From an optimization exercise on the open Yosys and OpenROAD flow, aimed at small area, a short achievable clock period and few clock cycles per item; shortcuts taken in it are not production practice. In this exercise RTL edits were held to simulation tests only and were not proved equivalent to the original. Power is estimated from default activity; no workload was simulated.

==> design.v <==
module u64_lzc (
    input  wire [63:0] n,
    output wire [5:0]  lz,
    output wire        pow2
);
    reg        v [0:6][0:63];
    reg [5:0]  z [0:6][0:63];
    reg        a1 [0:6][0:63];
    reg        m1 [0:6][0:63];
    integer l, i;
    always @* begin
        for (i = 0; i < 64; i = i + 1) begin
            v[0][i]  = n[i];
            z[0][i]  = 6'd0;
            a1[0][i] = n[i];
            m1[0][i] = 1'b0;
        end
        for (l = 1; l <= 6; l = l + 1)
            for (i = 0; i < (64 >> l); i = i + 1) begin
                v[l][i]  = v[l-1][2*i+1] | v[l-1][2*i];
                z[l][i]  = v[l-1][2*i+1] ? z[l-1][2*i+1]
                                         : (z[l-1][2*i] | (6'd1 << (l - 1)));
                a1[l][i] = a1[l-1][2*i+1] | a1[l-1][2*i];
                m1[l][i] = m1[l-1][2*i+1] | m1[l-1][2*i] | (a1[l-1][2*i+1] & a1[l-1][2*i]);
            end
    end
    assign lz   = v[6][0] ? z[6][0] : 6'd63;
    assign pow2 = a1[6][0] & ~m1[6][0];
endmodule
module srt_step2 (
    input  wire [56:0] ws,
    input  wire [56:0] wc,
    input  wire [56:0] D,
    input  wire [5:0]  Dp,
    input  wire [5:0]  Dn,
    input  wire        inc,
    input  wire        p1,
    input  wire        n1,
    input  wire        p1t,
    input  wire        n1t,
    output wire        p2,
    output wire        n2,
    output wire        p3,
    output wire        n3,
    output wire [56:0] ws_n,
    output wire [56:0] wc_n
);
    function automatic [1:0] est(input [4:0] x, input [4:0] y);
        reg [4:0] g, p;
        reg c4, s0, sm1;
        begin
            g   = x & y;
            p   = x ^ y;
            c4  = g[3] | (p[3] & g[2]) | (p[3] & p[2] & g[1]) | (p[3] & p[2] & p[1] & g[0]);
            s0  = (p == {(x[3:0] | y[3:0]), 1'b0});    
            sm1 = &p;                                  
            est = {~(p[4] ^ c4) & ~s0, s0 | sm1};
        end
    endfunction
    function automatic [1:0] nxt(input [5:0] x, input [5:0] y, input [5:0] m);
        nxt = est(x[5:1] ^ y[5:1] ^ m[5:1],
                  (x[4:0] & y[4:0]) | (x[4:0] & m[4:0]) | (y[4:0] & m[4:0]));
    endfunction
    wire [56:0] a = {ws[55:0], 1'b0};
    wire [56:0] b = {wc[55:0], 1'b0};
    wire [1:0] ep = nxt(a[55:50], b[55:50], Dp);
    wire [1:0] e0 = nxt(a[55:50], b[55:50], 6'd0);
    wire [1:0] en = nxt(a[55:50], b[55:50], Dn);
    wire [1:0] e2  = p1  ? ep : (n1  ? en : e0);
    wire [1:0] e2t = p1t ? ep : (n1t ? en : e0);
    assign p2 = e2[1];
    assign n2 = ~e2[1] & ~e2[0];
    wire   p2t = e2t[1];
    wire   n2t = ~e2t[1] & ~e2t[0];
    wire [56:0] m1   = p1 ? ~D : (n1 ? D : 57'd0);
    wire [27:0] m1t  = p1t ? ~D[56:29] : (n1t ? D[56:29] : 28'd0);
    wire [56:0] m1x  = {m1t, m1[28:0]};
    wire        inj1 = p1 ? ~inc : (n1 & inc);
    wire [56:0] ws1  = a ^ b ^ m1x;
    wire [56:0] c1   = (a & b) | (a & m1x) | (b & m1x);
    wire [56:0] wc1  = {c1[55:0], inj1};
    wire [56:0] a2   = {ws1[55:0], 1'b0};
    wire [56:0] b2   = {wc1[55:0], 1'b0};
    wire [56:0] m2   = p2 ? ~D : (n2 ? D : 57'd0);
    wire [27:0] m2t  = p2t ? ~D[56:29] : (n2t ? D[56:29] : 28'd0);
    wire [56:0] m2x  = {m2t, m2[28:0]};
    wire        inj2 = p2 ? ~inc : (n2 & inc);
    assign ws_n = a2 ^ b2 ^ m2x;
    wire [56:0] c2   = (a2 & b2) | (a2 & m2x) | (b2 & m2x);
    assign wc_n = {c2[55:0], inj2};
    wire [1:0] fp = nxt(a2[55:50], b2[55:50], Dp);
    wire [1:0] f0 = nxt(a2[55:50], b2[55:50], 6'd0);
    wire [1:0] fn = nxt(a2[55:50], b2[55:50], Dn);
    wire [1:0] e3 = p2t ? fp : (n2t ? fn : f0);
    assign p3 = e3[1];
    assign n3 = ~e3[1] & ~e3[0];
endmodule
module cdivr (
    input  wire         clk,
    input  wire         rst,
    input  wire         in_valid,
    output wire         in_ready,
    input  wire [127:0] a,
    input  wire [63:0]  n,
    output reg          out_valid,
    output wire [127:0] y
);
    reg        st_idle, st_n1, st_n2, st_n3, st_div, st_f1, st_fin;
    reg [4:0]  cnt;
    reg [63:0] d;
    reg [5:0]  lz;
    reg        d_inc;
    reg [5:0]  dtp [0:1];    
    reg [5:0]  dtn [0:1];    
    reg        s   [0:1];
    reg [12:0] e   [0:1];    
    reg [55:0] Q   [0:1];    
    reg [55:0] QM  [0:1];    
    reg [56:0] ws  [0:1];    
    reg [56:0] wc  [0:1];
    reg        stk [0:1];    
    reg        frc [0:1];    
    reg        nan [0:1];    
    reg [1:0]  qp, qn;       
    reg [1:0]  qpt_n, qnt_n; 
    wire [1:0] qp_n, qn_n;
    assign in_ready = st_idle;
    assign y = {s[1], e[1][10:0], Q[1][52:1], s[0], e[0][10:0], Q[0][52:1]};
    wire [5:0]  lzc;
    u64_lzc u_lzc (.n(d), .lz(lzc), .pow2());
    reg         pow2, dz;
    reg  [5:0]  pos;
    wire        pow2_in;
    reg  [5:0]  pos_in;
    u64_lzc u_p2 (.n(n), .lz(), .pow2(pow2_in));
    integer j;
    always @* begin
        pos_in = 6'd0;
        for (j = 0; j < 64; j = j + 1)
            if (n[j]) pos_in = pos_in | j[5:0];
    end
    wire [63:0] dn    = d << lz;
    wire        dninc = dn[10] & ((|dn[9:0]) | dn[11]);
    wire [56:0] D     = {3'b000, d[63:11], d_inc};
    wire [1:0]  cond;
    wire [55:0] Q_n   [0:1];
    wire [55:0] QM_n  [0:1];
    wire [56:0] ws_n  [0:1];
    wire [56:0] wc_n  [0:1];
    wire [1:0]  rneg, rz0;
    wire [62:0] rnd   [0:1];
    genvar c;
    generate for (c = 0; c < 2; c = c + 1) begin : g_c
        wire        p1 = qp[c], n1 = qn[c];
        wire        p2, n2;
        srt_step2 u_s (.ws(ws[c]), .wc(wc[c]), .D(D), .Dp(dtp[c]), .Dn(dtn[c]),
                       .inc(d_inc), .p1(p1), .n1(n1), .p1t(~qpt_n[c]), .n1t(~qnt_n[c]),
                       .p2(p2), .n2(n2), .p3(qp_n[c]), .n3(qn_n[c]),
                       .ws_n(ws_n[c]), .wc_n(wc_n[c]));
        wire signed [2:0] v = $signed({p1 | n1 ? {n1, 1'b1} : 2'b00, 1'b0})
                            + $signed({n2, p2 | n2});
        wire v_ge0 = p1 | (~n1 & ~n2);
        wire v_ge1 = p1 | (~n1 & p2);
        wire [1:0] vm1 = v[1:0] - 2'd1;
        assign Q_n[c]  = {v_ge0 ? Q[c][53:0] : QM[c][53:0], v[1:0]};
        assign QM_n[c] = {v_ge1 ? Q[c][53:0] : QM[c][53:0], vm1};
        wire [56:0] x = ws[c] ^ wc[c];
        wire [56:0] o = ws[c] | wc[c];
        assign rz0[c] = (x == {o[55:0], 1'b0});
        reg [55:0] g, p;
        integer l, i;
        always @* begin
            g = ws[c][55:0] & wc[c][55:0];
            p = o[55:0];
            for (l = 1; l < 64; l = l * 2)
                for (i = 55; i >= l; i = i - 1) begin
                    g[i] = g[i] | (p[i] & g[i - l]);
                    p[i] = p[i] & p[i - l];
                end
        end
        assign rneg[c] = x[56] ^ g[55];
        assign cond[c] = ~frc[c] & ((Q[c][55] | Q[c][54]) |
                                    e[c][12] | (e[c][11:0] == 12'd0));
        wire [10:0] efield = frc[c] ? 11'h7ff : (Q[c][53] ? e[c][10:0] : 11'd0);
        wire [51:0] frac   = frc[c] ? {nan[c], 51'd0} : Q[c][52:1];
        wire        rinc   = ~frc[c] & Q[c][0] & (stk[c] | Q[c][1]);
        assign rnd[c] = {efield, frac} + {62'd0, rinc};
    end endgenerate
    wire fin_shift = cond[0] | cond[1];
    wire [1:0] q1i [0:1];
    generate for (c = 0; c < 2; c = c + 1) begin : g_q1
        wire [4:0] x = {2'b00, Q[c][53:51]};
        wire [4:0] y = {2'b11, ~d[63:61]};
        wire [4:0] g = x & y;
        wire [4:0] p = x ^ y;
        wire c4  = g[3] | (p[3] & g[2]) | (p[3] & p[2] & g[1]) | (p[3] & p[2] & p[1] & g[0]);
        wire s0  = (p == {(x[3:0] | y[3:0]), 1'b0});
        wire sm1 = &p;
        wire pos = ~(p[4] ^ c4) & ~s0;
        assign q1i[c] = {pos, ~pos & ~(s0 | sm1)};
    end endgenerate
    wire [1:0] p2ok;
    generate for (c = 0; c < 2; c = c + 1) begin : g_p2
        assign p2ok[c] = (e[c][10:0] != 11'h7ff) &
                         ((|e[c][10:6]) | (e[c][5:0] > pos));
    end endgenerate
    always @(posedge clk) begin
        if (rst) begin
            st_idle   <= 1'b1;
            st_n1     <= 1'b0;
            st_n2     <= 1'b0;
            st_n3     <= 1'b0;
            st_div    <= 1'b0;
            st_f1     <= 1'b0;
            st_fin    <= 1'b0;
            out_valid <= 1'b0;
        end else begin
            out_valid <= 1'b0;
            if (st_idle && in_valid) begin
                st_idle <= 1'b0;
                st_n1   <= 1'b1;
            end
            if (st_n1) begin
                st_n1 <= 1'b0;
                if (pow2 && p2ok[0] && p2ok[1]) begin
                    st_idle   <= 1'b1;
                    out_valid <= 1'b1;
                end else if (pow2 || dz) st_fin <= 1'b1;
                else                     st_n2  <= 1'b1;
            end
            if (st_n2) begin
                st_n2  <= 1'b0;
                st_n3  <= 1'b1;
            end
            if (st_n3) begin
                st_n3  <= 1'b0;
                st_div <= 1'b1;
            end
            if (st_div && cnt == 5'd26) begin
                st_div <= 1'b0;
                st_f1  <= 1'b1;
            end
            if (st_f1) begin
                st_f1  <= 1'b0;
                st_fin <= 1'b1;
            end
            if (st_fin && !fin_shift) begin
                st_fin    <= 1'b0;
                st_idle   <= 1'b1;
                out_valid <= 1'b1;
            end
        end
    end
    integer k;
    always @(posedge clk) begin
        if (st_n3) cnt <= 5'd0;
        else       cnt <= cnt + 5'd1;
        if (st_idle) begin
            d    <= n;
            pow2 <= pow2_in;
            dz   <= ~|n;
            pos  <= pos_in;
        end
        if (st_n1) begin
            lz   <= lzc;
        end
        if (st_n2) begin
            d     <= dn;
            d_inc <= dninc;
            for (k = 0; k < 2; k = k + 1) begin
                dtp[k] <= ~{3'b001, dn[62:60]};
                dtn[k] <=  {3'b001, dn[62:60]};
            end
        end
        for (k = 0; k < 2; k = k + 1) begin
            qp[k]    <= st_n3 ? q1i[k][1] : qp_n[k];
            qn[k]    <= st_n3 ? q1i[k][0] : qn_n[k];
            qpt_n[k] <= ~(st_n3 ? q1i[k][1] : qp_n[k]);
            qnt_n[k] <= ~(st_n3 ? q1i[k][0] : qn_n[k]);
            ws[k] <= st_n3 ? {3'b000, Q[k][53:1], ~d_inc} : ws_n[k];
            wc[k] <= st_n3 ? {3'b111, ~d[63:11], ~d_inc} : wc_n[k];
            QM[k] <= st_n3 ? 56'd0 : QM_n[k];
            if (st_idle) begin
                s[k] <= a[64*k + 63];
                e[k] <= {2'b00, a[64*k + 62 -: 11]};
                Q[k] <= {3'b000, a[64*k + 51 -: 52], 1'b0};
            end
            if (st_n1) begin : norm
                reg xe0, xe1, xf0, xzero;
                xe0   = (e[k][10:0] == 11'd0);
                xe1   = (e[k][10:0] == 11'h7ff);
                xf0   = (Q[k][52:1] == 52'd0);
                xzero = xe0 & xf0;
                nan[k] <= (xe1 & ~xf0) | (dz & xzero);
                frc[k] <= xe1 | dz;
                stk[k] <= 1'b0;
                Q[k][53] <= ~xe0;    
                if (pow2) e[k] <= {2'b00, e[k][10:1], e[k][0] | xe0} - {7'd0, pos};
            end
            if (st_n3) Q[k] <= 56'd1;
            if (st_n2)
                e[k] <= {2'b00, e[k][10:1], e[k][0] | (e[k][10:0] == 11'd0)} + {7'h7f, lz};
            if (st_div) begin
                Q[k] <= Q_n[k];
            end
            if (st_f1) begin
                if (rneg[k]) Q[k] <= QM[k];
                stk[k] <= ~rz0[k];
            end
            if (st_fin) begin
                if (fin_shift) begin
                    if (cond[k]) begin
                        Q[k]   <= {1'b0, Q[k][55:1]};
                        e[k]   <= e[k] + 13'd1;
                        stk[k] <= stk[k] | Q[k][0];
                    end
                end else begin
                    e[k][10:0] <= rnd[k][62:52];
                    Q[k][52:1] <= rnd[k][51:0];
                end
            end
        end
    end
endmodule
==> run.sh <==
#!/bin/bash
# synth_recipe.tcl (not shown) runs the flow's synth.tcl, then flattens the netlist and writes it again
# the make line also repeats each setting of config.mk as NAME=value (left out here)
make -C /OpenROAD-flow-scripts/flow DESIGN_CONFIG=/design/flow/config.mk WORK_HOME=/design/flow/orfs CLKGATE_MAP_FILE= SYNTH_SCRIPT=/design/flow/synth_recipe.tcl finish
==> config.mk <==
export PLATFORM = sky130hd
export DESIGN_NAME = cdivr
export DESIGN_NICKNAME = cdivr
export VERILOG_FILES = /design/flow/design.v
export SDC_FILE = /design/flow/constraint.sdc
export NUM_CORES = 4
export LEC_CHECK = 0
export CAP_MARGIN = 20
export CORE_MARGIN = 2
export CORE_UTILIZATION = 40
export SLEW_MARGIN = 20
==> constraint.sdc <==
create_clock -name core_clock -period 14.0 [get_ports {clk}]
set_input_delay 2.8000 -clock core_clock [delete_from_list [all_inputs] [get_ports {clk}]]
set_output_delay 2.8000 -clock core_clock [all_outputs]
set_load 0.01 [all_outputs]
==> results of run 1 <==
sequential cells by signal, indices dropped and copies added (netlist names), 2 cells and up:
name,count
lz,6
qn,2
qp,2
nan,2
dtn,3
e,26
frc,2
pos,6
Q,112
s,2
d,64
dtp,3
wc,111
QM,112
cnt,5
ws,114
qpt_n,2
qnt_n,2
stk,2
how the worst max path moves through the flow:
stage / start / to / slack (ps) / cells past startpoint
5_1_grt: dtp[0][2] / ws[1][30] / 8710 / 13
6_report: dtp[0][2] / ws[1][31] / 9000 / 11
2_1_floorplan: n[60] / pow2 / 9720 / 6
3_3_place_gp: n[39] / pow2 / 8570 / 7
4_1_cts: e[1][4] / y[120] / 9010 / 1
3_5_place_dp: n[39] / pow2 / 8530 / 7
cell type report:
class                           count  area (µm²)
Tap cell                         1755        2200
Clock buffer                      101        2070
Multi-Input combinational cell   4503       34900
Timing Repair Buffer              463        4310
Sequential cell                   589       12700
Fill cell                       12800       72000
Inverter                          579        2180
Antenna cell                        7        17.5
Clock inverter                     39         500
metrics by stage:
step                setup slack [ps]  total power [µW]  cell area, µm²
finish                          9000             18800           58900
global route                    8710             20400           58900
CTS                             9010             18700           58900
detailed placement              8530             16500           56300
global placement                8570             16200           56300
floorplan                       9720             12700           52600
cell usage after synthesis (19+ instances only):
cell type	instances	share of area (%)
a211oi_1	21	0.30
a21o_1	32	0.46
a21oi_1	363	3.5
a221o_1	61	1.2
a221oi_1	22	0.37
a22oi_1	59	0.84
a31oi_1	27	0.32
and2_1	24	0.29
and4_1	19	0.32
buf_1	49	0.35
buf_2	62	0.59
buf_4	129	1.8
clkbuf_1	362	2.6
dfxtp_1	498	19
edfxtp_1	91	5.2
fa_1	238	9.1
ha_1	380	9.0
inv_1	576	4.1
mux2_2	138	3.0
mux2i_1	336	6.4
mux4_2	52	2.2
nand2_1	707	5.0
nand2b_1	86	1.0
nand3_1	76	0.72
nand4_1	83	0.99
nor2_1	328	2.3
nor2b_1	50	0.59
nor3_1	63	0.60
nor4_1	110	1.3
o211ai_1	43	0.61
o21a_1	22	0.31
o21ai_0	401	3.8
o21bai_1	25	0.36
o221ai_1	35	0.58
o22ai_1	141	1.7
xnor2_1	187	3.1
xor2_1	118	2.0
metal layers:
layer,routed length (µm),up-vias
li1,-,21500
met1,88800,23500
met2,97800,2565
met3,19800,570
met4,14900,12
met5,87,-
cell families (layout without fill, tap and decap cells):
logic type | count (synthesis) | after routing | synth area share [%]
compound gates | 1397 | 1397 | 16.6
fa+ha+maj | 619 | 619 | 18.1
mux | 527 | 527 | 11.6
xor+xnor | 305 | 305 | 5.08
simple gates | 1655 | 1655 | 14.8
flops | 589 | 589 | 24.1
buf+inv | 1190 | 1182 | 9.62
other cells | 0 | 7 | 0
cell usage in the layout (no fill, tap or decap), drive strengths merged, types with 27 or more instances in the layout:
cell type,Yosys,layout
and2,27,27
fa,238,238
o221ai,35,35
nand3,76,76
nand2,707,707
clkdlybuf4s50,0,324
a221o,61,61
a21oi,363,363
mux2i,337,337
a31oi,27,27
dfxtp,498,498
nor3,64,64
nor4,114,114
nand4,83,83
nor2b,50,50
edfxtp,91,91
xor2,118,118
mux2,138,138
inv,577,583
nor2,333,333
a21o,32,32
buf,243,139
a22oi,59,59
ha,380,380
xnor2,187,187
clkbuf,368,101
o211ai,43,43
nand2b,86,86
o22ai,141,141
mux4,52,52
o21ai,410,410
critical path, stage by stage (launching register included):
cell and delay [ps]:
edfxtp_1 760, fa_1 530, ha_1 340, xnor2_1 140
nor4_1 520, nand2b_1 150, a31oi_1 380, o221ai_1 440
nand2_2 690, a21oi_1 190, fa_1 470, mux2_2 260
power groups by stage:
stage / sequential (µW) / combinational (µW) / clock [µW]
after floorplan: 3040 / 9670 / 0
after global placement: 3510 / 12700 / 0
after detailed placement: 3510 / 13000 / 0
after CTS: 3480 / 13100 / 2090
after global routing: 3570 / 14700 / 2160
final: 3510 / 13200 / 2070
==> flow_summary_export.csv, run 1 <==
group,metric,value,unit
status,outcome,"no timing/DRC/antenna violations",
setup_path,r2r_end,"ws[1][31]",
final_layout,area_growth,12.0,%
die,io_pins,325,
final_layout,instances_no_fill,8036,
setup_path,cp.required,14550,ps
clock_tree,clk_pin_slew,60,ps
place,gp_congestion,1.01,
route,drc,0,
synth,syn-num-nets,7095,
grt,global_route.usage.met2,50.1,%
clock_tree,cts_tree,"yes",
pwr,swShare,49.7,%
grt,grt_pass1_wl,322000,µm
grt,grt_max_degree,166,
clock_tree,postCtsResizedCells,0,
sta,rsz0062_at_grt,"no",
synth,yosys_warnings,29,
final_layout,final_layout_size_suffix_gt1_share,8.07,%
final_layout,nets,7025,
pwr,power_frac_seq,18.7,%
grt,antenna_found_initial,11,
grt,grt-ovfl-total,0,
grt,use_met1,40.8,%
sta,fin_crit,5000,ps
setup_path,cp-start-kind,"register",
sta,worst_pin_slew,1210,ps
die,die_w,367,µm
min_path,worstHoldStart,"QM[0][49]",
sta,maxSlewHeadroom,19.1,%
clock_tree,postCtsHoldBufs,0,
die,rows,133,
setup_path,worstReg2RegStart,"dtp[0][2]",
place,dp.cells,7889,
die,start_util,40.2,%
sta,holdWs,447,ps
route,wl,221000,µm
synth,async_flop_share,0,%
sta,clock_skew,51.1,ps
final_layout,final_util,45.0,%
grt,grt_pass1_vias,46600,
synth,synth-seq-cells,589,
sta,drv_slew,0,
min_path,hold_end,"QM[0][51]",
synth,synth_top_flop_cell,"dfxtp_1",
route,drtAntennaViolNets,0,
clock_tree,cts_root_buf,"clkbuf_16",
sta,fin_tns_setup,0,ps
die,dieHeight,367,µm
pwr,power.leakage,0.0250,µW
clock_tree,cts_setup_buffers,0,
pwr,power_frac_clock,11.0,%
setup_path,crit_path_end_kind,"register",
pwr,intPower,9440,µW
route,wl_per_cell,27.5,µm
route,drt_iter0_drc,5299,
route,dr.pass1.iters,7,
die,core,131000,µm²
synth,synth-edff-count,91,
clock_tree,h-tree-depth,3,
synth,ys_seq_area_share,24.1,%
sta,setup_viol,0,
sta,min_period_over_period,35.7,%
setup_path,criticalPathCategory,"reg -> reg",
place,dp_hpwl,165000,µm
setup_path,path_max_fanout,25,
clock_tree,clock-sinks,589,
sta,final_hold_viol_count,0,
setup_path,ff2ff_setup_slack,9000,ps
setup_path,r2r_cells,11,
synth,synth_area,52600,µm²
min_path,min_path_cells,2,
run,max-cap-violations,0,
synth,synth.distinct_cells,93,
clock_tree,cts_inserted_buffers,76,
sta,fmax,200,MHz
clock_tree,cts_buffer_depth,3,
pwr,power_density,319,nW/µm²
route,vias,48100,
grt,grtUsageMet3,6.37,%
pwr,peakVddDrop,0.345,mV
setup_path,cp_data_arrival_time,5550,ps
pwr,power_switching,9330,µW
synth,syn_inst,6282,
clock_tree,insertion_delay,700,ps
pwr,power_frac_comb,70.3,%
grt,busiest_layer,"met2",
synth,synth_area_per_cell,8.37,µm²
place,port_buffers,324,
route,via_per_inst,5.99,
die,die_area,134000,µm²
grt,grt_usage,32.0,%
min_path,worstHoldPathType,"reg -> reg",
Testbench counts, summed over its fixed seeds: cycles 27,996, items 1,600.
==> run 2, diff against run 1 <==
--- a/config.mk
+++ b/config.mk
@@ -10,2 +10,4 @@
 export CORE_UTILIZATION = 40
+export CTS_CLUSTER_DIAMETER = 120
+export CTS_CLUSTER_SIZE = 20
 export SLEW_MARGIN = 20
==> run 2 against run 1 <==
Effect of this change: wire length shrank 0.33%; final area decreased by 2.3%; sequential power barely moved; fmax down 0.30%; clock skew grew 6.6 ps; clock-buffer cell count down 52; die area stayed put; clock power fell by 38%; sequential share of layout area increased by 0.51 points; first-iteration DRC count grew 3.3%; largest power group unchanged.
==> flow_summary_export.csv, run 2 <==
group,metric,value,unit
status,outcome,"no timing/DRC/antenna violations",
route,drtAntennaViolNets,0,
final_layout,final_util,44.0,%
die,die_w,367,µm
clock_tree,postCtsHoldBufs,0,
setup_path,crit_path_end_kind,"output port",
route,drc,0,
synth,synth_common_cells,"nand2_1, inv_1, dfxtp_1",
synth,syn-num-nets,7095,
synth,synth_top_flop_cell,"dfxtp_1",
final_layout,n_fill_cell,13000,
sta,worst_pin_slew,1210,ps
setup_path,slowest_delay,830,ps
run,max-cap-violations,0,
final_layout,instances_no_fill,7963,
clock_tree,cts_inserted_buffers,38,
synth,yosysMostFrequentCell,"nand2_1",
place,port_buffers,324,
clock_tree,cts_setup_buffers,0,
sta,drv_slew,0,
route,via_per_inst,6.00,
clock_tree,clk_pin_slew,100,ps
sta,setup_viol,0,
sta,rsz0062_at_grt,"no",
setup_path,criticalPathCategory,"reg -> out",
die,dieHeight,367,µm
setup_path,cp_slowest_cell,"clkdlybuf4s50_1",
setup_path,cp.required,11200,ps
synth,synth.distinct_cells,93,
pwr,power_density,313,nW/µm²
synth,synth_top_area_share,19.0,%
synth,synthTopCellsByArea,"dfxtp_1, fa_1, ha_1",
clock_tree,cts_root_buf,"clkbuf_16",
synth,async_flop_share,0,%
final_layout,multiInputGateArea,34900,µm²
final_layout,nets,6987,
synth,synth_area_per_cell,8.37,µm²
die,core,131000,µm²
sta,fin_tns_setup,0,ps
synth,synth_compound_area_share,16.6,%
sta,fin_crit,5020,ps
sta,final_hold_viol_count,0,
die,start_util,40.2,%
die,io_pins,325,
synth,synth_xor_xnor_area_share,5.08,%
grt,grt_usage,31.8,%
route,drt_iter0_drc,5474,
grt,antenna_found_initial,14,
sta,maxSlewHeadroom,19.3,%
die,die_area,134000,µm²
synth,synthSimpleGateAreaFrac,14.8,%
final_layout,largest_register_ffs,114,
sta,fmax,199,MHz
clock_tree,cts_tree,"yes",
setup_path,ff2ff_setup_slack,9000,ps
pwr,power.leakage,0.0243,µW
final_layout,regArea,12700,µm²
synth,synth_top_family_by_area,"adder cells",
sta,clock_skew,57.7,ps
final_layout,mostFrequentLayoutCells,"nand2_1, inv_1, dfxtp_1, o21ai_0, ha_1",
synth,syn_inst,6282,
route,vias,47800,
final_layout,fin_area,57600,µm²
synth,yosys.area.top_type,"dfxtp_1",
min_path,worstHoldPathType,"reg -> reg",
synth,synth_area,52600,µm²
route,wl,221000,µm
clock_tree,clock-sinks,589,
grt,grt-ovfl-total,0,
setup_path,path_cells,"clkdlybuf4s50_1",
route,wl_per_cell,27.7,µm
clock_tree,h-tree-depth,2,
setup_path,cp.buffers_inverters,1,
setup_path,crit_family,"buffers and inverters",
grt,grt_pass1_wl,321000,µm
pwr,peakVddDrop,0.349,mV
final_layout,final_common_cell,"nand2_1",
place,placed_area,56300,µm²
place,dp.cells,7889,
synth,yosys_warnings,29,
clock_tree,insertion_delay,670,ps
place,gp_congestion,1.01,
setup_path,path_max_fanout,11,
clock_tree,cts_buffer_depth,3,
pwr,total_power,18000,µW
final_layout,final_layout_size_suffix_gt1_share,7.06,%
place,dp_hpwl,165000,µm
route,dr.pass1.iters,6,
final_layout,area_growth,9.42,%
setup_path,cp_data_arrival_time,2220,ps
synth,synth-edff-count,91,
synth,synthMuxAreaShare,11.6,%
die,rows,133,
clock_tree,postCtsResizedCells,0,
synth,synth-seq-cells,589,
final_layout,top_register,"ws",
setup_path,cp-start-kind,"register",
grt,grt_max_degree,166,
synth,synth_fa_ha_area_share,18.1,%
synth,ys_seq_area_share,24.1,%
grt,grt_pass1_vias,46200,
sta,min_period_over_period,35.8,%
==> run 2: cell count changes in the layout (fill, tap and decap cells not counted), moves of 6 or more <==
cell / delta
diode_2: +7
bufinv_16: -6
clkbuf_16: -36
clkbuf_1: -10
clkbuf_8: -6
clkinv_2: -14
==> run 2: area by class of cell <==
cell class                 instances  area share (%)
multi-input combinational       4503            60.7
sequential                       589            22.1
timing repair buffer             463            7.49
tap                             1755            3.81
inverter                         579            3.78
clock buffer                      49            1.82
clock inverter                    11           0.241
antenna                           14          0.0609
==> run 2: kinds of logic (layout without fill, tap and decap cells) <==
group	after synthesis	in the layout
flops	589	589
mux	527	527
buf+inv	1190	1102
xor+xnor	305	305
compound gates	1397	1397
simple gates	1655	1655
fa+ha+maj	619	619
other cells	0	14
==> run 2: metrics by stage <==
step           hold WS (ps)  worst slack, ps
2_1_floorplan           414             9720
3_3_place_gp            431             8570
3_5_place_dp            442             8530
4_1_cts                 456             9010
5_1_grt                 481             8790
6_report                454             8980
==> run 2: power by group <==
part	switching [µW]	leakage, µW	internal (µW)
logic	7530	0.0187	5670
registers	919	0.00508	2580
clock network	726	0.000576	561
total	9180	0.0243	8820
==> run 2: routing by layer <==
metal / routed length, µm / vias to the layer above / track usage, %
met1: 89200 / 23300 / 41.0
li1: - / 21400 / -
met3: 19400 / 515 / 6.00
met4: 14400 / 4 / 17.9
met2: 97600 / 2492 / 49.8
met5: 24 / - / 0
==> run 2: path summary, 6_finish.rpt <==
check                                from        end  cells after the start
worst max-delay path              e[1][4]     y[120]                      1
worst min-delay path            QM[0][49]  QM[0][51]                      2
worst max register to register   qpt_n[1]   qnt_n[1]                     15
worst min register to register  QM[0][49]  QM[0][51]                      2
==> run 3, diff against run 2 <==
--- a/design.v
+++ b/design.v
@@ -75,4 +75,4 @@
     wire [56:0] m1   = p1 ? ~D : (n1 ? D : 57'd0);
-    wire [27:0] m1t  = p1t ? ~D[56:29] : (n1t ? D[56:29] : 28'd0);
-    wire [56:0] m1x  = {m1t, m1[28:0]};
+    wire [8:0]  m1t  = p1t ? ~D[56:48] : (n1t ? D[56:48] : 9'd0);
+    wire [56:0] m1x  = {m1t, m1[47:0]};
     wire        inj1 = p1 ? ~inc : (n1 & inc);
@@ -257,8 +257,6 @@
         else       cnt <= cnt + 5'd1;
-        if (st_idle) begin
-            d    <= n;
-            pow2 <= pow2_in;
-            dz   <= ~|n;
-            pos  <= pos_in;
-        end
+        if (st_idle) d <= n;
+        pow2 <= pow2_in;
+        dz   <= ~|n;
+        pos  <= pos_in;
         if (st_n1) begin
==> run 3 against run 2 <==
Effect of this change: via count down 1.9%; critical path type unchanged; area after synthesis up 0.53%; fmax about the same; register-to-register slack better by 40 ps; combinational power down 7%; hold slack worse by 2.5 ps; clock skew up 4.4 ps.
==> flow_summary_export.csv, run 3 <==
group,metric,value,unit
status,outcome,"no timing/DRC/antenna violations",
synth,ys_seq_area_share,23.9,%
sta,drv_slew,0,
route,dr.pass1.iters,6,
place,dp_hpwl,160000,µm
clock_tree,postCtsHoldBufs,0,
grt,grt-ovfl-total,0,
pwr,power_switching,8420,µW
place,gp_congestion,1.05,
grt,grt_pass1_vias,45000,
setup_path,crit_family,"flip-flops",
synth,synthTopCellsByArea,"dfxtp_1, fa_1, ha_1",
min_path,worstHoldPathType,"reg -> reg",
sta,rsz0062_at_grt,"no",
synth,synth_common_cells,"nand2_1, inv_1, dfxtp_1",
setup_path,cp_data_arrival_time,2220,ps
synth,synth.distinct_cells,89,
synth,yosys.area.top_type,"dfxtp_1",
setup_path,cp_slowest_cell,"dfxtp_1",
final_layout,instances_no_fill,7895,
sta,holdWs,451,ps
synth,synthSimpleGateAreaFrac,14.5,%
sta,setup_viol,0,
final_layout,regArea,12600,µm²
route,via_per_inst,5.93,
route,met1_length,87800,µm
synth,synth-edff-count,83,
clock_tree,clock-sinks,589,
pwr,total_power,16900,µW
setup_path,cp.required,11200,ps
synth,synth_top_family_by_area,"adder cells",
die,rows,133,
final_layout,area_growth,9.05,%
sta,fmax,199,MHz
route,drtAntennaViolNets,0,
route,drt_iter0_drc,5251,
synth,synth_xor_xnor_area_share,5.33,%
route,vias,46800,
die,dieHeight,368,µm
final_layout,final_layout_size_suffix_gt1_share,7.56,%
sta,clock_skew,62.1,ps
pwr,swShare,49.9,%
route,route.met2.wl,92900,µm
synth,synth-seq-cells,589,
setup_path,r2r_end,"ws[1][29]",
place,port_buffers,324,
synth,yosysMostFrequentCell,"nand2_1",
pwr,power_frac_seq,19.9,%
die,start_util,40.3,%
die,io_pins,325,
die,die_w,368,µm
sta,final_hold_viol_count,0,
clock_tree,postCtsResizedCells,0,
pwr,power_frac_comb,72.9,%
synth,async_flop_share,0,%
sta,min_period_over_period,35.9,%
setup_path,cp.buffers_inverters,1,
setup_path,crit_path_end_kind,"output port",
route,route.met3.wl,17200,µm
setup_path,r2r_cells,13,
sta,maxSlewHeadroom,26.7,%
min_path,hold_end,"cnt[0]",
synth,synth_area_per_cell,8.48,µm²
synth,yosys_warnings,29,
setup_path,slowest_delay,880,ps
final_layout,n_fill_cell,12900,
setup_path,cp-start-kind,"register",
min_path,worstHoldStart,"cnt[0]",
clock_tree,h-tree-depth,2,
setup_path,path_max_fanout,13,
synth,synth_top_flop_cell,"dfxtp_1",
sta,worst_pin_slew,1100,ps
final_layout,largest_register_ffs,113,
synth,synth_fa_ha_area_share,18.0,%
setup_path,path_cells,"clkdlybuf4s50_1",
route,wl_per_cell,26.2,µm
route,drc,0,
sta,fin_crit,5020,ps
synth,synthMuxAreaShare,13.3,%
pwr,power.leakage,0.0241,µW
final_layout,nets,6934,
synth,synth_area,52900,µm²
grt,antenna_found_initial,17,
final_layout,final_common_cell,"nand2_1",
grt,grt_usage,29.7,%
clock_tree,cts_buffer_depth,3,
route,wl,207000,µm
route,highest_layer,"met5",
synth,synth_top_area_share,19.2,%
synth,syn-num-nets,7048,
clock_tree,cts_root_buf,"clkbuf_16",
place,dp.cells,7836,
final_layout,multiInputGateArea,35400,µm²
clock_tree,insertion_delay,660,ps
pwr,peakVddDrop,0.233,mV
clock_tree,cts_tree,"yes",
pwr,intPower,8460,µW
sta,fin_tns_setup,0,ps
setup_path,worstReg2RegStart,"dtn[0][2]",
clock_tree,cts_inserted_buffers,37,
grt,grt_max_degree,90,
min_path,min_path_cells,1,
die,die_area,135000,µm²
final_layout,top_register,"ws",
pwr,power_frac_clock,7.2,%
die,core,131000,µm²
clock_tree,clk_pin_slew,90,ps
grt,grt_pass1_wl,305000,µm
clock_tree,cts_setup_buffers,0,
setup_path,ff2ff_setup_slack,9040,ps
final_layout,mostFrequentLayoutCells,"nand2_1, inv_1, dfxtp_1, o21ai_0, mux2i_1",
run,max-cap-violations,0,
synth,synth_compound_area_share,15.6,%
setup_path,criticalPathCategory,"reg -> out",
synth,syn_inst,6235,
pwr,power_density,293,nW/µm²
[run 3: worst max path at each step]
stage                         start   endpoint  cells past startpoint
after global routing      dtn[0][2]  ws[1][29]                     13
final                      Q[1][22]      y[85]                      1
after CTS                   e[1][6]     y[122]                      1
after detailed placement      n[15]       pow2                      7
after global placement        n[15]       pow2                      7
after floorplan               n[60]       pow2                      8
[run 3: cell type report]
cell class                      instances  area share (%)
Antenna cell                            3          0.0130
Clock buffer                           47            1.74
Clock inverter                          8           0.169
Inverter                              573            3.73
Multi-Input combinational cell       4469            61.4
Sequential cell                       589            21.9
Tap cell                             1755            3.81
Timing Repair Buffer                  451            7.28
[run 3: metrics by stage]
stage / setup slack, ps / instance area, µm² / util (%)
CTS: 9020 / 57700 / 43.9
floorplan: 9620 / 52900 / -
global placement: 8470 / 56600 / 43.1
finish: 8980 / 57700 / 43.9
detailed placement: 8550 / 56600 / 43.1
global route: 8800 / 57700 / 43.9
[run 3: per-layer routing]
layer,track usage (%),vias to the layer above
met5,0,-
met4,12.3,4
met3,3.96,365
met2,46.7,2271
met1,41.0,22900
li1,-,21300
[run 3: logic make-up after synthesis]
group / Yosys count
muxes: 613
buffers and inverters: 1177
xor gates and xnor gates: 322
and+or+nand+nor: 1599
AOI/OAI and AO/OA: 1317
DFF: 589
adders and majority gates: 618
[run 3: power groups by stage]
stage	sequential, µW	clock, µW	combinational [µW]
final	3360	1210	12300
after global routing	3430	1280	13700
after CTS	3340	1230	12300
after detailed placement	3370	0	12200
after global placement	3370	0	11900
after floorplan	2980	0	9160
Testbench counts of run 3, summed over its fixed seeds: cycles 27,996, items 1,600.
==> run 4, diff against run 3 <==
--- a/config.mk
+++ b/config.mk
@@ -12,2 +12,3 @@
 export CTS_CLUSTER_SIZE = 20
+export PLACE_DENSITY = 0.72
 export SLEW_MARGIN = 20
==> run 4 against run 3 <==
Effect of this change: critical path type unchanged; final area about the same; highest routed layer unchanged; synthesized cell count stayed put; fmax decreased by 0.86%; clock skew fell by 2.7 ps; hold slack gained 13 ps; flip-flop and latch count stayed put; die area unchanged; area after synthesis unchanged; non-clock buffer count down 12; sequential share of layout area about the same; clock power is essentially flat; still clean; largest power group unchanged; core utilization hardly changed.
==> flow_summary_export.csv, run 4 <==
group,metric,value,unit
setup_path,cp_slowest_cell,"dfxtp_1",
final_layout,largest_register_ffs,113,
die,die_area,135000,µm²
setup_path,cp-start-kind,"register",
clock_tree,cts_inserted_buffers,37,
final_layout,final_layout_size_suffix_gt1_share,7.36,%
clock_tree,insertion_delay,670,ps
setup_path,path_max_fanout,10,
clock_tree,postCtsResizedCells,0,
min_path,worstHoldPathType,"reg -> reg",
final_layout,final_common_cell,"nand2_1",
route,drt_iter0_drc,5607,
synth,ys_seq_area_share,23.9,%
sta,drv_slew,0,
grt,grt_max_degree,144,
setup_path,criticalPathCategory,"reg -> out",
synth,synth.distinct_cells,89,
synth,syn-num-nets,7048,
place,port_buffers,324,
status,outcome,"no timing/DRC/antenna violations",
synth,synth_top_area_share,19.2,%
clock_tree,cts_setup_buffers,0,
synth,yosys.area.top_type,"dfxtp_1",
route,wl,201000,µm
setup_path,cp.buffers_inverters,1,
sta,worst_pin_slew,1240,ps
sta,fin_tns_setup,0,ps
setup_path,crit_family,"flip-flops",
place,dp.cells,7825,
sta,fin_crit,5070,ps
setup_path,cp-startpoint,"Q[1][2]",
sta,rsz0062_at_grt,"no",
setup_path,worstReg2RegStart,"dtp[0][2]",
clock_tree,clock-sinks,589,
sta,min_period_over_period,36.2,%
synth,synth_common_cells,"nand2_1, inv_1, dfxtp_1",
grt,global_route.usage.met2,43.5,%
die,die_w,368,µm
final_layout,top_register,"ws",
min_path,worstHoldStart,"cnt[0]",
grt,grtUsageMet3,5.62,%
final_layout,area_growth,8.96,%
sta,final_hold_viol_count,0,
clock_tree,clk_pin_slew,100,ps
run,max-cap-violations,0,
synth,yosys_warnings,29,
clock_tree,cts_root_buf,"clkbuf_16",
grt,grt-ovfl-total,0,
die,dieHeight,368,µm
clock_tree,h-tree-depth,2,
synth,async_flop_share,0,%
die,start_util,40.3,%
route,drtAntennaViolNets,0,
setup_path,path_cells,"clkdlybuf4s50_1",
setup_path,cp_data_arrival_time,2270,ps
setup_path,crit_path_end_kind,"output port",
die,rows,133,
synth,syn_inst,6235,
clock_tree,cts_tree,"yes",
place,gp_congestion,1.05,
setup_path,ff2ff_setup_slack,9010,ps
final_layout,final_util,43.9,%
grt,grt_pass1_vias,45500,
sta,fmax,197,MHz
synth,synthTopCellsByArea,"dfxtp_1, fa_1, ha_1",
synth,synth-edff-count,83,
grt,busiest_layer,"met2",
grt,antenna_found_initial,12,
sta,maxSlewHeadroom,16.8,%
pwr,power.leakage,0.0241,µW
route,dr.pass1.iters,8,
route,drc,0,
route,wl_per_cell,25.4,µm
final_layout,n_fill_cell,12700,
final_layout,instances_no_fill,7884,
pwr,peakVddDrop,0.280,mV
grt,grt_pass1_wl,294000,µm
grt,use_met1,37.8,%
pwr,power_density,293,nW/µm²
synth,synth_top_flop_cell,"dfxtp_1",
sta,setup_viol,0,
synth,synth_area_per_cell,8.48,µm²
clock_tree,postCtsHoldBufs,0,
route,vias,47800,
synth,yosysMostFrequentCell,"nand2_1",
die,core,131000,µm²
setup_path,cp.required,11200,ps
final_layout,nets,6922,
setup_path,slowest_delay,900,ps
sta,clock_skew,59.4,ps
grt,grt_usage,28.5,%
route,via_per_inst,6.07,
clock_tree,cts_buffer_depth,3,
synth,synth_area,52900,µm²
synth,synth-seq-cells,589,
die,io_pins,325,
place,dp_hpwl,154000,µm
final_layout,mostFrequentLayoutCells,"nand2_1, inv_1, dfxtp_1, o21ai_0, mux2i_1",
==> run 4: area by class of cell <==
| cell class | count | area [µm²] | area share (%) |
|---|---|---|---|
| multi-input combinational | 4469 | 35400 | 61.4 |
| sequential | 589 | 12600 | 21.9 |
| timing repair buffer | 439 | 4120 | 7.15 |
| tap | 1755 | 2200 | 3.81 |
| inverter | 573 | 2150 | 3.73 |
| clock buffer | 46 | 970 | 1.68 |
| clock inverter | 9 | 154 | 0.267 |
| antenna | 4 | 10.0 | 0.0174 |
==> run 4: kinds of logic after synthesis <==
logic type	count (synthesis)	share of synthesized area (%)
AND/OR/NAND/NOR	1599	14.5
AO/OA/AOI/OAI	1317	15.6
buffers and inverters	1177	9.53
adder cells (fa/ha/maj)	618	18.0
multiplexers	613	13.3
flip-flops	589	23.9
XOR/XNOR	322	5.33
==> run 4: layer usage <==
layer | wire, µm | part of all wire (%)
met4 | 12200 | 6.1
met5 | 48 | 0.024
met2 | 86800 | 43
met3 | 21400 | 11
met1 | 80000 | 40
==> run 4: worst paths after layout <==
path | cells past startpoint | end
worst min-delay path | 1 | cnt[0]
worst min register to register | 1 | cnt[0]
worst max-delay path | 1 | y[65]
worst max register to register | 11 | ws[1][29]
==> run 4: where the power goes <==
group          switching [µW]  total [µW]  internal (µW)
logic                    6880       12300           5380
registers                 843        3370           2530
clock network             697        1220            526
==> run 4: stage by stage <==
| stage | total power, µW | cell area, µm² | worst slack [ps] | hold WS (ps) |
|---|---|---|---|---|
| 6_report | 16900 | 57600 | 8930 | 464 |
| 3_5_place_dp | 15400 | 56500 | 8530 | 441 |
| 3_3_place_gp | 15100 | 56500 | 8530 | 426 |
| 5_1_grt | 18300 | 57600 | 8840 | 485 |
| 4_1_cts | 16700 | 57600 | 9030 | 463 |
| 2_1_floorplan | 12100 | 52900 | 9620 | 415 |
==> run 5, diff against run 4 <==
--- a/design.v
+++ b/design.v
@@ -166,12 +166,12 @@
         assign QM_n[c] = {v_ge1 ? Q[c][53:0] : QM[c][53:0], vm1};
-        wire [56:0] x = ws[c] ^ wc[c];
-        wire [56:0] o = ws[c] | wc[c];
-        assign rz0[c] = (x == {o[55:0], 1'b0});
-        reg [55:0] g, p;
+        wire [55:0] x = ws[c][55:0] ^ wc[c][55:0];
+        wire [55:0] o = ws[c][55:0] | wc[c][55:0];
+        assign rz0[c] = (x == {o[54:0], 1'b0});
+        reg [54:0] g, p;
         integer l, i;
         always @* begin
-            g = ws[c][55:0] & wc[c][55:0];
-            p = o[55:0];
+            g = ws[c][54:0] & wc[c][54:0];
+            p = o[54:0];
             for (l = 1; l < 64; l = l * 2)
-                for (i = 55; i >= l; i = i - 1) begin
+                for (i = 54; i >= l; i = i - 1) begin
                     g[i] = g[i] | (p[i] & g[i - l]);
@@ -180,3 +180,3 @@
         end
-        assign rneg[c] = x[56] ^ g[55];
+        assign rneg[c] = x[55] ^ g[54];
         assign cond[c] = ~frc[c] & ((Q[c][55] | Q[c][54]) |
--- a/config.mk
+++ b/config.mk
@@ -9,6 +9,5 @@
 export CORE_MARGIN = 2
-export CORE_UTILIZATION = 40
+export CORE_UTILIZATION = 55
 export CTS_CLUSTER_DIAMETER = 120
 export CTS_CLUSTER_SIZE = 20
-export PLACE_DENSITY = 0.72
 export SLEW_MARGIN = 20
==> run 5 against run 4 <==
Effect of this change: sequential share of layout area increased by 0.14 points; critical path depth unchanged; synthesized cell count increased by 0.47%; core utilization increased by 16 points; global-route usage increased by 12 points; combinational power about the same; sequential power increased by 2%; hold slack got worse by 20 ps; die area decreased by 27%; worst setup slack improved by 52 ps; largest cell class unchanged; largest power group unchanged.
==> flow_summary_export.csv, run 5 <==
group,metric,value,unit
status,outcome,"no timing/DRC/antenna violations",
final_layout,fin_area,56900,µm²
setup_path,crit_family,"flip-flops",
final_layout,area_growth,7.63,%
synth,syn-num-nets,7067,
synth,synthTopCellsByArea,"dfxtp_1, fa_1, ha_1",
setup_path,cp.buffers_inverters,1,
place,port_buffers,324,
grt,antenna_found_initial,20,
grt,grt_usage,40.3,%
setup_path,cp-start-kind,"register",
clock_tree,clk_pin_slew,90,ps
synth,synth_common_cells,"inv_1, nand2_1, dfxtp_1",
sta,fmax,199,MHz
route,drc,0,
route,wl_per_cell,27.5,µm
synth,ys_seq_area_share,23.7,%
setup_path,cp-startpoint,"Q[0][14]",
setup_path,worstReg2RegStart,"dtn[0][2]",
clock_tree,cts_inserted_buffers,36,
synth,synth_area_per_cell,8.44,µm²
final_layout,regArea,12600,µm²
final_layout,mostFrequentLayoutCells,"inv_1, nand2_1, dfxtp_1, mux2i_1, nor2_1",
final_layout,nets,6936,
clock_tree,clock-sinks,585,
setup_path,slowest_delay,910,ps
setup_path,cp.required,11200,ps
synth,async_flop_share,0,%
run,max-cap-violations,0,
synth,yosysMostFrequentCell,"inv_1",
final_layout,final_layout_size_suffix_gt1_share,7.03,%
route,via_per_inst,6.44,
clock_tree,cts_setup_buffers,0,
grt,grt-ovfl-total,0,
die,rows,113,
setup_path,path_cells,"clkdlybuf4s50_1",
sta,fin_tns_setup,0,ps
die,core,95200,µm²
synth,synth-edff-count,83,
sta,worst_pin_slew,1150,ps
pwr,power_density,300,nW/µm²
setup_path,crit_path_end_kind,"output port",
sta,min_period_over_period,35.8,%
pwr,peakVddDrop,0.445,mV
min_path,worstHoldPathType,"reg -> reg",
setup_path,cp_data_arrival_time,2210,ps
sta,final_hold_viol_count,0,
clock_tree,postCtsResizedCells,0,
die,io_pins,325,
synth,syn_inst,6264,
grt,grt_pass1_vias,45000,
route,drtAntennaViolNets,0,
clock_tree,insertion_delay,650,ps
sta,fin_crit,5010,ps
min_path,worstHoldStart,"QM[0][55]",
final_layout,n_fill_cell,8628,
clock_tree,cts_root_buf,"clkbuf_16",
pwr,power.leakage,0.0237,µW
sta,maxSlewHeadroom,23.4,%
synth,yosys_warnings,29,
final_layout,final_common_cell,"inv_1",
die,die_w,314,µm
place,placed_area,55900,µm²
place,gp_congestion,0.990,
route,dr.pass1.iters,6,
synth,synth.distinct_cells,90,
die,die_area,98600,µm²
setup_path,cp_slowest_cell,"dfxtp_1",
setup_path,path_max_fanout,12,
sta,clock_skew,46.9,ps
grt,grt_pass1_wl,300000,µm
clock_tree,postCtsHoldBufs,0,
route,drt_iter0_drc,6622,
die,dieHeight,314,µm
route,wl,204000,µm
sta,setup_viol,0,
clock_tree,h-tree-depth,2,
clock_tree,cts_tree,"yes",
sta,drv_slew,0,
synth,synth_top_area_share,19.0,%
place,dp_hpwl,154000,µm
die,start_util,55.6,%
clock_tree,cts_buffer_depth,3,
sta,rsz0062_at_grt,"no",
synth,yosys.area.top_type,"dfxtp_1",
route,vias,47800,
synth,synth_top_flop_cell,"dfxtp_1",
synth,synth_area,52900,µm²
synth,synth-seq-cells,585,
grt,grt_max_degree,209,
setup_path,criticalPathCategory,"reg -> out",
final_layout,multiInputGateArea,35400,µm²
==> run 5: changes by cell type in the layout (fill, tap and decap cells not counted), sizes merged, moves of 28 or more <==
cell    change
o21ai      -37
o22ai     -109
nor2       +87
o221ai     +64
a21oi      +62
a221o      -28
mux2i      +53
xnor2      -30
nand2      -42
==> run 5: power breakdown <==
| part | leakage, µW | switching (µW) | total [µW] | internal, µW |
|---|---|---|---|---|
| registers | 0.00505 | 889 | 3430 | 2540 |
| clock network | 0.000509 | 673 | 1180 | 507 |
| logic | 0.0182 | 7090 | 12500 | 5400 |
| total | 0.0237 | 8660 | 17100 | 8440 |
==> run 5: routing by layer <==
layer | up-vias | global-route usage (%) | part of all wire [%]
met2 | 2933 | 58.9 | 42
met3 | 496 | 8.83 | 12
met4 | 10 | 18.2 | 5.3
met5 | - | 0 | 0.034
li1 | 21400 | - | -
met1 | 22900 | 56.9 | 41
==> run 5: area by class of cell <==
cell class | count | area share [%]
antenna | 5 | 0.0220
clock buffer | 46 | 1.74
clock inverter | 6 | 0.101
inverter | 553 | 3.65
multi-input combinational | 4506 | 62.2
sequential | 585 | 22.1
tap | 1265 | 2.78
timing repair buffer | 451 | 7.42
==> run 5: cells by family (layout without fill, tap and decap cells) <==
group           Yosys count  count (layout)  share of synthesized area [%]
mux                     639             639                           13.7
simple gates           1668            1668                           15.0
other cells               0               5                              0
compound gates         1283            1283                           15.3
flops                   585             585                           23.7
fa+ha+maj               609             609                           17.7
xor+xnor                307             307                           5.11
buf+inv                1173            1056                           9.50
==> run 5: through the flow <==
step                      hold WS, ps  power [µW]  utilization, %  cells  setup WS [ps]
after CTS                         445       16900            59.8   7412           9050
after detailed placement          432       15700            58.7   7360           8660
after global routing              466       18600            59.8   7412           8800
final                             444       17100            59.8   7417           8990
after global placement            424       15500            58.7   7360           8520
after floorplan                   414       12300               -   6264           9400
==> run 5: path summary, 6_finish.rpt <==
kind / end / depth (start not counted) / slack (ps)
setup / recovery: y[13] / 1 / 8990
hold / removal: Q[0][55] / 2 / 440
setup reg to reg: g_c[1].u_s.a[12] / 13 / 9040
hold reg to reg: Q[0][55] / 2 / 440
Testbench counts of run 5, summed over its fixed seeds: cycles 27,996, items 1,600.
==> run 6, diff against run 5 <==
--- a/config.mk
+++ b/config.mk
@@ -9,3 +9,3 @@
 export CORE_MARGIN = 2
-export CORE_UTILIZATION = 55
+export CORE_UTILIZATION = 62
 export CTS_CLUSTER_DIAMETER = 120
==> run 6 against run 5 <==
Effect of this change: hold slack better by 7.6 ps; critical path type is now reg -> reg; critical endpoint is now qn[0]; total power up 0.21%; still clean on timing, DRC and antenna; clock-buffer cell count up 3.
==> flow_summary_export.csv, run 6 <==
group,metric,value,unit
status,outcome,"no timing/DRC/antenna violations",
grt,grt_pass1_wl,292000,µm
sta,fin_tns_setup,0,ps
route,via_per_inst,6.61,
setup_path,r2r_cells,14,
setup_path,cp.required,14550,ps
route,drc,0,
clock_tree,h-tree-depth,2,
synth,synthTopCellsByArea,"dfxtp_1, fa_1, ha_1",
grt,antenna_found_initial,21,
final_layout,instances_no_fill,7269,
setup_path,cp-startpoint,"qpt_n[0]",
clock_tree,cts_setup_buffers,0,
place,gp_congestion,1.04,
min_path,min_path_cells,2,
setup_path,crit_path_end_kind,"register",
route,drt_iter0_drc,6230,
setup_path,cp_data_arrival_time,5680,ps
place,port_buffers,324,
synth,synth-seq-cells,585,
sta,clock_skew,32.1,ps
die,rows,107,
sta,holdWs,452,ps
die,io_pins,325,
clock_tree,clk_pin_slew,90,ps
sta,setup_viol,0,
synth,syn-num-nets,7067,
sta,rsz0062_at_grt,"no",
clock_tree,cts_buffer_depth,3,
run,max-cap-violations,0,
grt,grt-ovfl-total,0,
clock_tree,postCtsResizedCells,0,
final_layout,mostFrequentLayoutCells,"inv_1, nand2_1, dfxtp_1, mux2i_1, nor2_1",
clock_tree,postCtsHoldBufs,0,
final_layout,nets,6906,
synth,synth_common_cells,"inv_1, nand2_1, dfxtp_1",
route,drtAntennaViolNets,0,
sta,worst_pin_slew,1200,ps
clock_tree,cts_inserted_buffers,36,
die,start_util,62.3,%
setup_path,worstReg2RegStart,"qpt_n[0]",
synth,synth_area,52900,µm²
synth,async_flop_share,0,%
min_path,worstHoldStart,"QM[0][55]",
clock_tree,cts_tree,"yes",
sta,drv_slew,0,
synth,synth_top_area_share,19.0,%
die,dieHeight,296,µm
sta,final_hold_viol_count,0,
synth,synth-edff-count,83,
clock_tree,cts_root_buf,"clkbuf_16",
synth,yosysMostFrequentCell,"inv_1",
synth,synth_area_per_cell,8.44,µm²
final_layout,final_layout_size_suffix_gt1_share,6.54,%
sta,min_period_over_period,36.6,%
route,vias,48000,
clock_tree,insertion_delay,620,ps
pwr,power.leakage,0.0236,µW
synth,synth_top_flop_cell,"dfxtp_1",
synth,yosys.area.top_type,"dfxtp_1",
place,dp.cells,7209,
final_layout,final_util,66.6,%
sta,fin_crit,5130,ps
min_path,worstHoldPathType,"reg -> reg",
grt,grt_usage,44.5,%
final_layout,final_common_cell,"inv_1",
setup_path,path_max_fanout,11,
die,core,84900,µm²
route,dr.pass1.iters,8,
clock_tree,clock-sinks,585,
place,dp_hpwl,150000,µm
sta,maxSlewHeadroom,19.0,%
sta,fmax,195,MHz
pwr,power_density,303,nW/µm²
synth,ys_seq_area_share,23.7,%
pwr,peakVddDrop,0.322,mV
synth,yosys_warnings,29,
grt,grt_max_degree,99,
final_layout,area_growth,6.90,%
route,wl,199000,µm
die,die_w,296,µm
grt,grt_pass1_vias,45400,
synth,synth.distinct_cells,90,
setup_path,cp-start-kind,"register",
die,die_area,87600,µm²
route,wl_per_cell,27.4,µm
synth,syn_inst,6264,
setup_path,criticalPathCategory,"reg -> reg",
[run 6: cell counts after synthesis]
No cell type changed its count.
[run 6: cells by family after synthesis]
family          count (synthesis)  share of synthesized area, %
simple gates                 1668                          15.0
compound gates               1283                          15.3
buf+inv                      1173                          9.50
mux                           639                          13.7
fa+ha+maj                     609                          17.7
flops                         585                          23.7
xor+xnor                      307                          5.11
[run 6: path summary, 6_finish.rpt]
check / end / slack (ps)
min reg2reg: Q[0][55] / 450
max reg2reg: qn[0] / 8870
max: qn[0] / 8870
min: Q[0][55] / 450
[run 6: report_power, final]
group	internal [µW]	switching, µW
clock	516	656
sequential	2540	959
combinational	5380	7090
total	8440	8700
[run 6: layout make-up]
type                            instances  area, µm²
Multi-Input combinational cell       4506      35400
Clock buffer                           49       1010
Tap cell                             1144       1430
Antenna cell                            7       17.5
Clock inverter                          4       50.0
Inverter                              553       2080
Timing Repair Buffer                  421       3970
Sequential cell                       585      12600
Fill cell                            7155      28400
[run 6: worst max-delay path: stages (launching register included)]
cell and delay (ps):
dfxtp_1 660, nor2b_1 690, a21oi_1 200, fa_1 660
inv_1 130, fa_1 510, ha_1 350, xnor2_1 140
nor4_1 570, a21oi_1 190, mux2_2 290, mux2i_1 130
nand2_1 70, a21oi_1 300, a32o_1 180
[run 6: per-stage QoR]
stage	cell area, µm²	worst slack, ps	power [µW]
after floorplan	52900	9400	12300
after global placement	55400	8430	15200
after detailed placement	55400	8440	15700
after CTS	56500	9020	16900
after global routing	56500	8570	18600
final	56500	8870	17100
[run 6: routing by layer]
| metal | track usage [%] | share of wire [%] | vias to the layer above | routed length, µm |
|---|---|---|---|---|
| met5 | 0 | 0.028 | - | 56 |
| met4 | 26.4 | 7.1 | 8 | 14200 |
| met3 | 11.7 | 13 | 646 | 26300 |
| met2 | 66.6 | 43 | 3266 | 84700 |
| met1 | 57.7 | 37 | 22800 | 74100 |
| li1 | - | - | 21300 | - |
==> run 7, diff against run 6 <==
--- a/design.v
+++ b/design.v
@@ -123,2 +123,6 @@
     reg        nan [0:1];    
+    reg        xe0 [0:1];    
+    reg        xe1 [0:1];    
+    reg        xeb [0:1];    
+    reg        xf0 [0:1];    
     reg [1:0]  qp, qn;       
@@ -203,4 +207,3 @@
     generate for (c = 0; c < 2; c = c + 1) begin : g_p2
-        assign p2ok[c] = (e[c][10:0] != 11'h7ff) &
-                         ((|e[c][10:6]) | (e[c][5:0] > pos));
+        assign p2ok[c] = ~xe1[c] & (xeb[c] | (e[c][5:0] > pos));
     end endgenerate
@@ -281,2 +284,6 @@
             if (st_idle) begin
+                xe0[k] <= (a[64*k + 62 -: 11] == 11'd0);
+                xe1[k] <= (a[64*k + 62 -: 11] == 11'h7ff);
+                xeb[k] <= |a[64*k + 62 -: 5];
+                xf0[k] <= (a[64*k + 51 -: 52] == 52'd0);
                 s[k] <= a[64*k + 63];
@@ -286,12 +293,7 @@
             if (st_n1) begin : norm
-                reg xe0, xe1, xf0, xzero;
-                xe0   = (e[k][10:0] == 11'd0);
-                xe1   = (e[k][10:0] == 11'h7ff);
-                xf0   = (Q[k][52:1] == 52'd0);
-                xzero = xe0 & xf0;
-                nan[k] <= (xe1 & ~xf0) | (dz & xzero);
-                frc[k] <= xe1 | dz;
+                nan[k] <= (xe1[k] & ~xf0[k]) | (dz & xe0[k] & xf0[k]);
+                frc[k] <= xe1[k] | dz;
                 stk[k] <= 1'b0;
-                Q[k][53] <= ~xe0;    
-                if (pow2) e[k] <= {2'b00, e[k][10:1], e[k][0] | xe0} - {7'd0, pos};
+                Q[k][53] <= ~xe0[k];    
+                if (pow2) e[k] <= {2'b00, e[k][10:1], e[k][0] | xe0[k]} - {7'd0, pos};
             end
@@ -299,3 +301,3 @@
             if (st_n2)
-                e[k] <= {2'b00, e[k][10:1], e[k][0] | (e[k][10:0] == 11'd0)} + {7'h7f, lz};
+                e[k] <= {2'b00, e[k][10:1], e[k][0] | xe0[k]} + {7'h7f, lz};
             if (st_div) begin
--- a/config.mk
+++ b/config.mk
@@ -9,3 +9,3 @@
 export CORE_MARGIN = 2
-export CORE_UTILIZATION = 62
+export CORE_UTILIZATION = 40
 export CTS_CLUSTER_DIAMETER = 120
==> run 7 against run 6 <==
Effect of this change: clock power up 9%; still clean on timing, DRC and antenna; final area up 0.50%; flip-flop and latch count up 8; register-to-register slack better by 40 ps; die area up 52%; clock skew up 32 ps; critical path depth down 1; total power down 1.1%; highest routed layer unchanged; clock-buffer cell count down 1; sequential power about the same.
==> flow_summary_export.csv, run 7 <==
group,metric,value,unit
synth,synthTopCellsByArea,"dfxtp_1, fa_1, ha_1",
final_layout,area_growth,8.82,%
clock_tree,cts_inserted_buffers,38,
setup_path,crit_path_end_kind,"register",
synth,async_flop_share,0,%
die,die_area,133000,µm²
grt,grt_pass1_wl,301000,µm
die,start_util,40.3,%
setup_path,cp_data_arrival_time,5620,ps
synth,synth_area,52200,µm²
final_layout,nets,6936,
pwr,power.leakage,0.0235,µW
die,dieHeight,365,µm
sta,final_hold_viol_count,0,
min_path,worstHoldPathType,"reg -> reg",
synth,yosysMostFrequentCell,"nand2_1",
synth,synth_common_cells,"nand2_1, inv_1, dfxtp_1",
final_layout,instances_no_fill,7895,
synth,synth_area_per_cell,8.33,µm²
sta,fin_tns_setup,0,ps
sta,worst_pin_slew,1130,ps
sta,clock_skew,64.5,ps
synth,ys_seq_area_share,24.5,%
sta,min_period_over_period,36.3,%
grt,antenna_found_initial,11,
route,drc,0,
clock_tree,clk_pin_slew,100,ps
synth,synth_top_area_share,19.2,%
run,max-cap-violations,0,
clock_tree,cts_tree,"yes",
clock_tree,postCtsHoldBufs,0,
sta,fmax,197,MHz
pwr,power_density,298,nW/µm²
place,place_ws,8760,ps
die,rows,132,
synth,yosys.area.top_type,"dfxtp_1",
place,dp.cells,7835,
clock_tree,insertion_delay,680,ps
route,wl,206000,µm
clock_tree,clock-sinks,593,
clock_tree,postCtsResizedCells,0,
grt,grt_max_degree,185,
synth,synth.distinct_cells,90,
grt,grt_usage,30.0,%
sta,fin_ws,8920,ps
setup_path,path_max_fanout,32,
sta,setup_viol,0,
place,dp_hpwl,154000,µm
synth,synth_compound_area_share,17.0,%
final_layout,final_layout_size_suffix_gt1_share,5.98,%
clock_tree,cts_buffer_depth,3,
place,gp_congestion,0.987,
synth,syn-num-nets,7073,
min_path,min_path_cells,2,
clock_tree,cts_setup_buffers,0,
route,dr.pass1.iters,7,
route,wl_per_cell,26.0,µm
synth,yosys_warnings,37,
pwr,peakVddDrop,0.212,mV
sta,rsz0062_at_grt,"no",
synth,synth-edff-count,91,
route,via_per_inst,5.93,
die,core,129000,µm²
grt,grt_pass1_vias,44600,
status,outcome,"no timing/DRC/antenna violations",
grt,grt-ovfl-total,0,
setup_path,cp.required,14540,ps
place,port_buffers,324,
clock_tree,cts_root_buf,"clkbuf_16",
sta,drv_slew,0,
synth,synthSimpleGateAreaFrac,14.8,%
synth,synthMuxAreaShare,11.4,%
synth,synth_top_family_by_area,"adder cells",
clock_tree,h-tree-depth,2,
synth,synth_fa_ha_area_share,17.9,%
synth,syn_inst,6270,
final_layout,mostFrequentLayoutCells,"nand2_1, inv_1, dfxtp_1, o21ai_0, ha_1",
die,die_w,365,µm
die,io_pins,325,
final_layout,final_common_cell,"nand2_1",
route,drtAntennaViolNets,0,
setup_path,criticalPathCategory,"reg -> reg",
route,vias,46800,
synth,synth-seq-cells,593,
route,drt_iter0_drc,5024,
setup_path,cp-start-kind,"register",
sta,fin_crit,5080,ps
setup_path,r2r_cells,13,
synth,synth_top_flop_cell,"dfxtp_1",
sta,maxSlewHeadroom,23.3,%
synth,synth_xor_xnor_area_share,5.25,%
run 7: cell types whose count changed after synthesis, moves of 30 or more:
cell and delta:
xor2_1 -30, o21ai_0 +75, mux2i_1 -113, nor2_1 -115
nand2_1 +197, buf_2 -36, o21ai_1 +66, o221ai_1 -63
nand3_1 -79, o22ai_1 +87, xnor2_1 +37
run 7: final cells by class:
cell class                 count  area (µm²)
multi-input combinational   4551       34800
antenna                        3        7.51
clock buffer                  48        1020
sequential                   593       12800
fill                       13000       72700
inverter                     549        2060
tap                         1742        2180
clock inverter                 9         140
timing repair buffer         400        3830
run 7: where the power goes:
group          internal [µW]  total, µW  switching (µW)
clock                    549       1280             729
combinational           5370      12200            6790
sequential              2560       3510             947
run 7: final timing paths:
check / start / slack [ps] / end
worst max-delay path: dtp[0][1] / 8920 / g_c[1].u_s.a[5]
worst min-delay path: QM[0][9] / 440 / QM[0][11]
worst min register to register: QM[0][9] / 440 / QM[0][11]
worst max register to register: dtp[0][1] / 8920 / g_c[1].u_s.a[5]
run 7: cell families after synthesis:
group,Yosys count
AO/OA/AOI/OAI,1457
multiplexers,514
XOR/XNOR,313
buffers and inverters,1126
adder cells (fa/ha/maj),608
flip-flops,593
AND/OR/NAND/NOR,1659
run 7: per-layer routing:
layer	GRT usage [%]	up-vias	part of all wire (%)
met5	0.290	-	0.037
met4	14.4	10	5.4
met3	5.67	400	8.8
met2	45.8	2214	44
met1	40.5	22900	42
li1	-	21300	-
run 7: through the flow:
stage	utilization (%)	cell area, µm²	hold slack [ps]	power (µW)
after CTS	43.9	56800	443	16900
after detailed placement	43.0	55600	438	15500
after floorplan	-	52200	414	12200
after global routing	43.9	56800	471	18600
after global placement	43.0	55600	426	15200
final	43.9	56800	444	16900
run 7: worst max-delay path: stages (launching register included):
cell and delay [ps]:
edfxtp_1 660, fa_1 550, ha_1 350, xnor2_1 170, o41ai_1 470, mux2i_1 240
nand2_1 110, o221a_2 660, and2_1 410, buf_4 350, nand2_1 90, o21ai_0 130
fa_1 460, mux2_2 270
Testbench counts of run 7, summed over its fixed seeds: cycles 27,996, items 1,600.

==> what the ideal ports hide <==
The flow's constraints put no driver on any port. The routed layouts listed below were extracted and timed again, unchanged, in two steps. Step 1, drivers: a clkbuf_16 drives clk and a buf_2 each remaining input, both assumed. Step 2, shift: input delay + t, output delay - t, t = (earliest + latest rising clock arrival at the registers) / 2. This alone moves slack from input paths to output paths. Three values: no drivers, after step 1, after step 2; two values: the first two.
| run | shift t [ns] | slack for setup (ns) | worst setup path after step 2 | clock arrival spread, ns |
|---|---|---|---|---|
| run 1 | 0.753 | 8.997 / 8.929 / 8.463 | input to register | 0.055 / 0.054 |
| run 2 | 0.717 | 8.982 / 8.902 / 8.542 | input to register | 0.063 / 0.064 |
| run 3 | 0.712 | 8.978 / 8.901 / 8.551 | input to register | 0.069 / 0.068 |
| run 4 | 0.713 | 8.934 / 8.861 / 8.504 | input to register | 0.063 / 0.064 |
| run 5 | 0.695 | 8.986 / 8.916 / 8.603 | input to register | 0.048 / 0.048 |
| run 6 | 0.677 | 8.873 / 8.873 / 8.396 | input to register | 0.037 / 0.036 |
| run 7 | 0.714 | 8.916 / 8.915 / 8.712 | input to register | 0.070 / 0.071 |
After both steps every run listed still meets setup and hold. For run 1, which loses most, drivers alone change the setup slack by -0.068 ns; drivers and shift together by -0.534 ns.
